Background: an optimization exercise with open tools, aiming at small area. Do not read the settings as production practice. No activity file was given, so power comes from the tool's default toggle rates.

Design bdi_core, start of the top module:
module bdi_core #(
  parameter N_CELLS    = 16,
  parameter T_SETTLE   = 4,
  parameter T_ACTION   = 1000,
  parameter T_DEBOUNCE = 4000
) (
  input             clk,
  input             rst,
  input             cmd_valid,
  output            cmd_ready,
  input      [31:0] cmd_word,
  input             btn1_n,
  input             btn2_n,
  output reg        ser,
  output            srclk,
  output            clr_n,
  output            rclk,
  output            oe_n,
  output reg        ind1,
  output reg        ind2,
  output     [2:0]  res,
  output reg [1:0]  ev,
  output            halted,
  output     [2:0]  flt,
  output     [15:0] finfo,
  output     [31:0] fcmd
);
  localparam OP_NOP    = 6'h00, OP_ENC   = 6'h01, OP_DEC    = 6'h02, OP_BSD   = 6'h03,
             OP_LSD    = 6'h04, OP_MAPCLR= 6'h05, OP_MAPU   = 6'h06, OP_MAPD  = 6'h07,
             OP_BUILD  = 6'h08, OP_INIT  = 6'h09, OP_PUSH   = 6'h0A, OP_SAMPLE= 6'h0B,
             OP_IND    = 6'h0C, OP_INDCLR= 6'h0D, OP_WAIT   = 6'h0E, OP_CYCLE = 6'h0F,
             OP_RUN    = 6'h10;
  localparam F_LEN = 3'd1, F_STATE = 3'd2, F_CELL = 3'd3, F_DOT = 3'd4,
             F_NOINIT = 3'd5, F_ILLEGAL = 3'd6;
  localparam S_IDLE   = 4'd0,
             S_EXEC   = 4'd1,
             S_STOP   = 4'd2,    
             S_WAIT   = 4'd3,    
             S_SAMPLE = 4'd4,    
             S_HOLD   = 4'd5,    
             S_COOL   = 4'd6,    
             S_LSTART = 4'd7,    
             S_CLR    = 4'd8,    
             S_REL    = 4'd9,    
             S_SER    = 4'd10,   
             S_HI     = 4'd11,   
             S_LO     = 4'd12,   
             S_LATCH  = 4'd13,   
             S_LDONE  = 4'd14;   
  localparam L_INIT = 3'b000, L_RUNINIT = 3'b001,
             L_PF   = 3'b100, L_POS = 3'b101, L_NEG = 3'b110, L_ZERO = 3'b111;
  reg [3:0]  st;
  reg [11:0] cnt;         
  reg [2:0]  lop;
  reg        run_mode;
  reg        link_init;
  reg [31:0] cmd_q;
  reg [1:0]  res_q;
  reg         f_built;      
  reg [3:0]   s_cell;
  reg [2:0]   s_dot;
  reg [1:0]   s_code;
  reg [191:0] fb;
  reg [11:0] pm_dat [0:15];
  reg [15:0] pm_flag;
  reg [7:0]  hi_min;      
  assign halted    = (st == S_STOP);
  assign cmd_ready = (st == S_IDLE);
  assign srclk     = (st == S_HI);
  assign rclk      = (st == S_LATCH);
  assign clr_n     = (st != S_CLR);
  ...
Size: about 21,000 sq um of cells after synthesis.
export LEC_CHECK = 0
export ABC_AREA = 1
export CAP_MARGIN = 20
export CORE_MARGIN = 2
export CORE_UTILIZATION = 40
export CTS_BUF_LIST = sky130_fd_sc_hd__clkbuf_4
export SLEW_MARGIN = 40
create_clock -name core_clock -period 10.0 [get_ports {clk}]
run.sh (not shown) runs the stock make flow with config.mk's settings and CLKGATE_MAP_FILE= SYNTH_SCRIPT=/design/flow/synth_recipe.tcl, a recipe that flattens the netlist after the stock synthesis.
Change:
--- a/flow/config.mk
+++ b/flow/config.mk
@@ -11,3 +11,5 @@
 export CORE_UTILIZATION = 40
-export CTS_BUF_LIST = sky130_fd_sc_hd__clkbuf_4
+export CTS_BUF_LIST = sky130_fd_sc_hd__clkbuf_8
+export CTS_CLUSTER_DIAMETER = 45
+export CTS_CLUSTER_SIZE = 20
 export SLEW_MARGIN = 40
Outcome: Count of clock-buffer cells in the layout came out lower by 132; cell area came out lower by 1.2%; die area stays the same; sequential share of layout area came out higher by 0.59 points; first-iteration DRC count came out lower by 2.0%.
Change:
--- a/flow/config.mk
+++ b/flow/config.mk
@@ -11,5 +11,5 @@
 export CORE_UTILIZATION = 40
-export CTS_BUF_LIST = sky130_fd_sc_hd__clkbuf_8
-export CTS_CLUSTER_DIAMETER = 45
-export CTS_CLUSTER_SIZE = 20
+export CTS_BUF_LIST = sky130_fd_sc_hd__clkbuf_16
+export CTS_CLUSTER_DIAMETER = 60
+export CTS_CLUSTER_SIZE = 30
 export SLEW_MARGIN = 40
Sequential power is about the same.
Design area barely changes.
Synthesized area does not change.
Sequential cell count is unchanged.
Critical path depth fell by 12.
Maximum frequency rose by a few percent.
Global-route usage fell by 0.13 points.
Via count hardly moves.
Clock power rose by a few percent.
Function was not checked in any run of this note: the RTL went through the layout flow alone.

==> separate check: timing with driven ports <==
In the flow no input, the clock included, has a driving cell. The finished layouts below were timed again as built, in two steps. Step 1, drivers: a clkbuf_16 drives clk and a buf_2 each remaining input, both assumed. Step 2 times the ports against the registers' clock, not the clock port: input delays grow and output delays shrink by t, the midpoint of the rising clock arrivals with the driver on. Three values: ideal ports, drivers, drivers and shift; two values: the first two.
run	shift t [ns]	setup slack, ns	clock arrival spread, ns	pins driven straight from the clock port
the first run	0.903	3.667 / 3.611 / 4.515	0.075 / 0.075	1
the second run	0.745	3.847 / 3.791 / 4.536	0.060 / 0.060	1
the third run	0.645	3.978 / 3.915 / 4.542	0.042 / 0.041	1
After both steps setup and hold are still met in every run listed.
